What follows belongs to an exercise in optimizing a design on an open flow for small area, a short achievable clock period and few clock cycles; a production flow would make more cautious choices. Function was checked by simulation only, so behaviour that the tests miss may differ from the original. Power figures rest on the tool's default switching activity, not on a simulated workload.

==> trial 45 <==
==> flow/design.v <==
module probe_engine (
    input  wire        clk,
    input  wire        rst,           
    input  wire        verbose_in,
    input  wire [7:0]  pin_in,
    output wire [7:0]  pin_dir,
    output wire [7:0]  pin_pull,
    output wire [7:0]  pin_out,
    output reg         ev_valid,
    output reg  [2:0]  ev_kind,       
    output reg  [2:0]  ev_pin,
    output reg         ev_bit,
    output reg         rep_valid,
    output reg  [1:0]  rep_kind,      
    output reg  [1:0]  rep_finder,    
    output wire [2:0]  rep_p0,
    output wire [2:0]  rep_p1,
    output wire [2:0]  rep_p2,
    output wire [2:0]  rep_p3,
    output reg         rep_p3_valid,
    output wire [31:0] rep_value,
    output reg         rep_found,
    output reg         done,
    output reg         found_id,
    output reg         found_by,
    output reg         found_sw
);
    localparam [2:0] EV_CFGIN = 3'd1, EV_CFGOUT = 3'd2, EV_SET = 3'd3, EV_CLR = 3'd4, EV_READ = 3'd5;
    localparam [1:0] RK_CAND = 2'd0, RK_MATCH = 2'd1, RK_RESULT = 2'd2;
    localparam [1:0] F_ID = 2'd0, F_BY = 2'd1, F_SW = 2'd2;
    localparam [4:0]
        P_CFG   = 5'd0,    
        P_OUTC  = 5'd1,    
        P_OUTM  = 5'd2,    
        P_ISETM = 5'd3,    
        P_IT    = 5'd4,
        P_ITDEC = 5'd5,
        P_TDOUT = 5'd6,    
        P_TF    = 5'd7,
        P_TM    = 5'd8,
        P_TDIN  = 5'd9,    
        P_TDNXT = 5'd10,   
        P_BOUTD = 5'd11,   
        P_BSETM = 5'd12,
        P_BCLRD = 5'd13,
        P_BA    = 5'd14,
        P_BF    = 5'd15,
        P_BCLRM = 5'd16,
        P_BM    = 5'd17,
        P_BYDEC = 5'd18,
        P_BACC  = 5'd19,   
        P_S0    = 5'd20,   
        P_SD8   = 5'd21,
        P_S1    = 5'd22,   
        P_S2    = 5'd23,   
        P_SD50  = 5'd24,
        P_S3    = 5'd25,   
        P_SS    = 5'd26,   
        P_S4    = 5'd27,   
        P_S5    = 5'd28,   
        P_S6    = 5'd29,   
        P_S7    = 5'd30,   
        P_SR    = 5'd31;   
    localparam [1:0] X_NONE = 2'd0, X_SWDEC = 2'd1, X_FIN = 2'd2, X_DONE = 2'd3;
    localparam [2:0] H_A = 3'd0, H_W = 3'd1, H_B = 3'd2, H_I = 3'd3, H_R = 3'd4;
    reg  [4:0]  pc;
    reg  [1:0]  xpc;
    reg         start;
    reg  [2:0]  ph;
    reg  [8:0]  i;
    reg  [1:0]  f;
    reg  [2:0]  c, m, o, d;
    reg         srch, frc, newtri, half, in_tdi, tclr;
    reg         prev;
    reg  [5:0]  tog;
    reg  [31:0] acc;
    assign rep_p0 = c;
    assign rep_p1 = m;
    assign rep_p2 = o;
    assign rep_p3 = d;
    assign rep_value = acc;
    function [2:0] nx;    
        input [2:0] p;
        nx = (p == 3'd0) ? 3'd3 : p + 3'd1;
    endfunction
    wire cm_ne   = (c != m);
    wire trip_ok = cm_ne && (c != o) && (m != o);
    wire d_free  = (d != c) && (d != m) && (d != o);
    wire is_sw   = (f == F_SW);
    wire valid   = is_sw ? cm_ne : (trip_ok && d_free);
    wire stepping = srch && (frc || !valid);
    wire lvl_o = !is_sw && !trip_ok;               
    wire inc_d = !is_sw && trip_ok;
    wire inc_o = !is_sw && (!trip_ok || d == 3'd7);
    wire inc_m = is_sw || (inc_o && o == 3'd7);
    wire inc_c = inc_m && m == 3'd7;
    wire wrap  = inc_c && c == 3'd7;
    wire op_pulse = (xpc == X_NONE) && !start &&
                    ((pc == P_IT) || (pc == P_TF) || (pc == P_TM) || (pc == P_BA) || (pc == P_BF) ||
                     (pc == P_BM) || (pc == P_SD8) || (pc == P_SD50) || (pc == P_SS) || (pc == P_SR));
    wire jt    = !pc[4] || (pc < P_S0);
    wire has_w = (pc == P_TM) || (pc == P_BM) || (pc == P_SS) ||
                 (pc == P_IT && i[5:3] == 3'd0 && i[2] && !(i[1] && i[0])) ||
                 (pc == P_BA && i[3] == 1'b0 && i[2] && (i[1] || i[0]));
    wire [15:0] pat = half ? 16'h00A5 : 16'h79E7;
    wire w_val = (pc == P_IT) ? (!i[1] && i[0]) :
                 (pc == P_BA) ? (i[1] && !i[0]) :
                 (pc == P_TM) ? (i[8:5] == 4'd0 && !i[0]) :
                 (pc == P_BM) ? (i[1:0] == 2'd0) :
                                pat[~i[3:0]];
    wire [2:0] w_pin = (pc == P_TM || pc == P_BM) ? d : m;
    wire has_r = (pc == P_TM) || (pc == P_BM) || (pc == P_IT && i[5:3] != 3'd0) ||
                 (pc == P_SR && (i[5:2] != 4'd0 || (i[1] && i[0])) && !(i[5] && (i[2] || (i[1] && i[0]))));
    wire last = (pc == P_IT)   ? (i[5] && i[2] && i[1] && i[0]) :
                (pc == P_TF || pc == P_TM) ? (&i) :
                (pc == P_BA)   ? i[3] :
                (pc == P_BF)   ? (&i[5:0]) :
                (pc == P_BM)   ? i[5] :
                (pc == P_SD8)  ? (&i[2:0]) :
                (pc == P_SD50) ? (i[5] && i[4] && i[0]) :
                (pc == P_SS)   ? (&i[3:0]) :
                                 (i[5] && i[2] && i[0]);      
    wire [2:0] rsel = is_sw ? m : o;
    wire rd_now = ev_valid && (ev_kind == EV_READ);
    wire tg     = rd_now && (ev_bit != prev);
    wire v_gt7  = (tog > 6'd7) || (tog == 6'd7 && tg);
    wire v_by   = tg ? (tog >= 6'd13 && tog <= 6'd17) : (tog >= 6'd14 && tog <= 6'd18);
    wire v_td   = tg ? (tog >= 6'd29 && tog <= 6'd33) : (tog >= 6'd30 && tog <= 6'd34);
    wire [7:0] dir_q, out_q;
    genvar gp;
    generate
        for (gp = 0; gp < 8; gp = gp + 1) begin : g_pin
            if (gp == 1 || gp == 2) begin : g_rsv
                assign dir_q[gp] = 1'b0;
                assign out_q[gp] = 1'b0;
            end else begin : g_use
                reg dq, oq;
                always @(posedge clk) begin
                    if (rst) begin
                        dq <= 1'b0;
                        oq <= 1'b1;
                    end else if (ev_valid && ev_pin == gp) begin
                        if (ev_kind == EV_CFGIN || ev_kind == EV_CFGOUT) dq <= ev_kind[1];
                        if (ev_kind != EV_READ) oq <= ev_kind[0];
                    end
                end
                assign dir_q[gp] = dq;
                assign out_q[gp] = oq;
            end
        end
    endgenerate
    assign pin_dir  = dir_q;
    assign pin_out  = out_q;
    assign pin_pull = ~dir_q & 8'hF9;
    always @(posedge clk) begin
        ev_bit <= pin_in[rsel];
        if (tclr) begin
            prev <= 1'b0;
            tog  <= 6'd0;
        end else if (rd_now) begin
            prev <= ev_bit;
            if (tg && tog != 6'd63) tog <= tog + 6'd1;
        end
        if (rd_now && !in_tdi) acc <= {ev_bit, acc[31:1]};
    end
    reg       e_v;       
    reg [2:0] e_k, e_p;
    reg [4:0] npc;       
    reg       adv;       
    reg       stp;       
    always @(*) begin
        e_v = 1'b1; e_k = EV_CLR; e_p = c;
        npc = pc + 5'd1;
        adv = 1'b1;
        stp = 1'b0;
        if (start || xpc != X_NONE) begin
            e_v = 1'b0; adv = 1'b0;
        end else if (op_pulse) begin
            adv = 1'b0;
            case (ph)
                H_A: e_k = jt ? EV_SET : EV_CLR;
                H_W: begin e_k = w_val ? EV_SET : EV_CLR; e_p = w_pin; end
                H_B: begin e_k = jt ? EV_CLR : EV_SET; adv = !has_r && last; end
                H_I: e_v = 1'b0;
                default: begin e_k = EV_READ; e_p = rsel; adv = last; end
            endcase
        end else begin
            case (pc)
                P_CFG:   begin e_k = EV_CFGIN; e_p = (i[2:0] == 3'd2) ? 3'd0 : i[2:0]; adv = &i[2:0]; end
                P_OUTC:  begin e_v = !srch; e_k = EV_CFGOUT; adv = !srch; end
                P_OUTM:  begin e_k = EV_CFGOUT; e_p = m;
                               npc = (f == F_BY) ? P_BOUTD : is_sw ? P_S0 : P_ISETM; end
                P_ISETM, P_BSETM: begin e_k = EV_SET; e_p = m; end
                P_ITDEC: begin e_v = 1'b0; npc = v_gt7 ? P_TDOUT : P_CFG; stp = !v_gt7; end
                P_TDOUT, P_BOUTD: begin e_k = EV_CFGOUT; e_p = d; end
                P_TDIN:  begin e_k = EV_CFGIN; e_p = d; stp = 1'b1; end
                P_TDNXT: begin e_v = 1'b0; adv = newtri || !srch; npc = newtri ? P_CFG : P_TDOUT; end
                P_BCLRD: e_p = d;
                P_BCLRM, P_S0, P_S6: e_p = m;
                P_BYDEC: begin e_v = 1'b0; npc = v_by ? P_BACC : P_CFG; stp = !v_by; end
                P_BACC:  begin e_k = EV_SET; e_p = m; npc = P_CFG; stp = 1'b1; end
                P_S2:    begin e_k = EV_SET; e_p = m; end
                P_S4:    npc = half ? P_S5 : P_S0;
                P_S7:    begin e_k = EV_CFGIN; e_p = m; end
                default: ;    
            endcase
        end
    end
    always @(posedge clk) begin
        ev_valid  <= e_v;
        ev_kind   <= e_k;
        ev_pin    <= e_p;
        rep_valid <= 1'b0;
        tclr      <= 1'b0;
        rep_finder <= f;
        rep_found <= (f == F_ID) ? found_id : (f == F_BY) ? found_by : found_sw;
        if (op_pulse) begin
            case (ph)
                H_A: ph <= has_w ? H_W : H_B;
                H_W: ph <= H_B;
                H_B: ph <= has_r ? H_I : H_A;
                H_I: ph <= H_R;
                default: ph <= H_A;
            endcase
        end
        if (op_pulse ? (ph == H_R || (ph == H_B && !has_r)) : (pc == P_CFG)) i <= i + 9'd1;
        if (adv) begin
            pc <= npc;
            ph <= H_A;
            i  <= (npc == P_CFG) ? 9'd2 : 9'd0;
        end
        if (op_pulse && pc == P_SR && ph == H_B && last) xpc <= X_SWDEC;
        if (srch) begin
            frc <= 1'b0;
            if (!stepping) srch <= 1'b0;
            else begin
                if (inc_d) d <= nx(d);
                if (lvl_o) d <= 3'd0;
                if (inc_o) begin o <= nx(o); newtri <= 1'b1; end
                if (inc_m) m <= nx(m);
                if (inc_c) c <= nx(c);
                if (wrap) begin
                    f <= f + 2'd1;
                    rep_valid <= 1'b1; rep_kind <= RK_RESULT;
                end
            end
        end
        if (stp) begin
            srch <= 1'b1; frc <= 1'b1; newtri <= 1'b0;
            if (pc == P_ITDEC) d <= 3'd7;      
        end
        if (start) begin
            start <= 1'b0;
            rep_valid <= 1'b0;
            pc <= P_CFG; i <= 9'd2; xpc <= X_NONE;
            f <= F_ID;
            c <= 3'd0; m <= 3'd0; o <= 3'd0; d <= 3'd0;
            srch <= 1'b1; frc <= 1'b0;
            in_tdi <= 1'b0;
            found_id <= 1'b0; found_by <= 1'b0; found_sw <= 1'b0;
        end else case (xpc)
            X_SWDEC: begin
                rep_valid <= (tog > 6'd7); rep_kind <= RK_MATCH; rep_p3_valid <= 1'b0;
                if (tog > 6'd7) found_sw <= 1'b1;
                if (c == 3'd7 && m == 3'd6) xpc <= X_FIN;
                else begin
                    xpc <= X_NONE; pc <= P_CFG; i <= 9'd2;
                    srch <= 1'b1; frc <= 1'b1;
                end
            end
            X_FIN: begin
                rep_valid <= 1'b1; rep_kind <= RK_RESULT;
                xpc <= X_DONE;
            end
            X_DONE: done <= 1'b1;
            default: case (pc)
                P_OUTC: if (!srch) begin
                    rep_valid <= verbose_in; rep_kind <= RK_CAND; rep_p3_valid <= (f == F_BY);
                    tclr <= 1'b1;
                    half <= 1'b0;
                end
                P_ITDEC: if (v_gt7) tclr <= 1'b1;
                P_TDNXT: if (!newtri && !srch) tclr <= 1'b1;
                P_TDOUT: begin
                    rep_valid <= verbose_in; rep_kind <= RK_CAND; rep_p3_valid <= 1'b1;
                    in_tdi <= 1'b1;
                end
                P_TDIN: begin
                    rep_valid <= v_td; rep_kind <= RK_MATCH; rep_p3_valid <= 1'b1;
                    if (v_td) found_id <= 1'b1;
                    in_tdi <= 1'b0;
                end
                P_BACC: begin
                    rep_valid <= 1'b1; rep_kind <= RK_MATCH; rep_p3_valid <= 1'b1;
                    found_by <= 1'b1;
                end
                P_S4: half <= 1'b1;
                default: ;
            endcase
        endcase
        if (rst) begin
            start     <= 1'b1;
            ev_valid  <= 1'b0;
            rep_valid <= 1'b0;
            done      <= 1'b0;
        end
    end
endmodule
==> flow/flow/run.sh <==
#!/bin/bash
set -euo pipefail
bash standard.sh "BUFFER_PORTS_ARGS=-buffer_cell sky130_fd_sc_hd__buf_1" "SETUP_SLACK_MARGIN=5.4" finish > standard.log 2>&1
==> flow/standard.sh <==
#!/bin/bash
# synth_recipe.tcl (not shown) runs the flow's synth.tcl, then flattens the netlist and writes it again
# the make line also repeats each setting of config.mk as NAME=value (left out here)
make -C /OpenROAD-flow-scripts/flow DESIGN_CONFIG=/design/flow/config.mk WORK_HOME=/design/flow/orfs CLKGATE_MAP_FILE= SYNTH_SCRIPT=/design/flow/synth_recipe.tcl "${@:-finish}"
==> flow/config.mk <==
export PLATFORM = sky130hd
export DESIGN_NAME = probe_engine
export DESIGN_NICKNAME = probe_engine
export VERILOG_FILES = /design/flow/design.v
export SDC_FILE = /design/flow/constraint.sdc
export NUM_CORES = 4
export LEC_CHECK = 0
export ABC_AREA = 1
export CAP_MARGIN = 20
export CORE_MARGIN = 2
export CORE_UTILIZATION = 40
export SLEW_MARGIN = 20
==> flow/constraint.sdc <==
create_clock -name core_clock -period 8.0 [get_ports {clk}]
set_input_delay 1.6000 -clock core_clock [delete_from_list [all_inputs] [get_ports {clk}]]
set_output_delay 1.6000 -clock core_clock [all_outputs]
set_load 0.01 [all_outputs]
==> build 48 (differences from trial 45) <==
--- a/flow/config.mk
+++ b/flow/config.mk
@@ -9,4 +9,4 @@
 export CAP_MARGIN = 20
 export CORE_MARGIN = 2
-export CORE_UTILIZATION = 40
+export CORE_UTILIZATION = 60
 export SLEW_MARGIN = 20
==> results.py <==
metrics = {
    "drt": {
        "route.met2.wl_um": 7950,
        "first_iter_violations": 598,
    },
    "floorplan": {
        "rows": 38,
        "num_tap_cells": 140,
    },
    "critical_path": {
        "timing.critical_path.cells": "clkbuf_2",
        "worstReg2RegEnd": "pc[3]$_SDFF_PP0_",
        "timing.reg2reg.worst_path_depth": 17,
    },
    "layout": {
        "multi_input_comb_area_mm2": 0.00338,
        "clock_tree_area_fraction": 0.0283,
    },
    "global_routing": {
        "grtUsageMet1": 0.380,
    },
    "power": {
        "post-layout-total-power_mw": 1.93,
        "power_consumed_by_sequential_cells_uw": 756,
    },
    "timing": {
        "timing.fmax_ghz": 0.389,
        "hold_ws_ns": 0.407,
    },
    "run_status": {
        "outcome": "complete, no violations",
    },
}
Source of the figures above: build 48

==> results.py <==
metrics = {
    "timing": {
        "timing.fmax_ghz": 0.391,
    },
    "power": {
        "post-layout-total-power_mw": 2.02,
    },
    "floorplan": {
        "num_tap_cells": 216,
        "rows": 46,
    },
    "critical_path": {
        "worstReg2RegEnd": "i[4]$_SDFF_PP0_",
        "timing.reg2reg.worst_path_depth": 16,
    },
    "layout": {
        "multi_input_comb_area_mm2": 0.00335,
        "clock_tree_area_fraction": 0.0427,
    },
    "global_routing": {
        "grtUsageMet1": 0.281,
    },
    "placement": {
        "portBuffers": 91,
    },
    "drt": {
        "route.met2.wl_um": 7150,
        "first_iter_violations": 387,
    },
    "yosys": {
        "synth.ff_latch_count": 110,
    },
    "run_status": {
        "outcome": "complete, no violations",
    },
}
Source of the figures above: trial 45

Testbench counts of trial 45, summed over its fixed seeds: cycles 1,652,417.
Testbench counts of build 48, summed over its fixed seeds: cycles 1,652,417.

## afterwards: timing with drivers on the ports
In the flow no input, the clock included, has a driving cell. The finished layouts below were timed again as built, in two steps.
Step 1, drivers: a clkbuf_16 drives clk and a buf_2 each remaining input, both assumed.
Step 2, shift: input delay + t, output delay - t, t = (earliest + latest rising clock arrival at the registers) / 2. This alone moves slack from input paths to output paths.
Three values: ideal ports, drivers, drivers and shift; two values: the first two.
run	t, ns	setup slack, ns	worst hold slack (ns)	latest minus earliest clock arrival (ns)
trial 45	0.402	5.444 / 5.396 / 5.491	0.429 / 0.429 / 0.429	0.013 / 0.014
build 48	0.428	5.427 / 5.390 / 5.458	0.407 / 0.407 / 0.407	0.010 / 0.009
After both steps setup and hold are still met in every run listed.
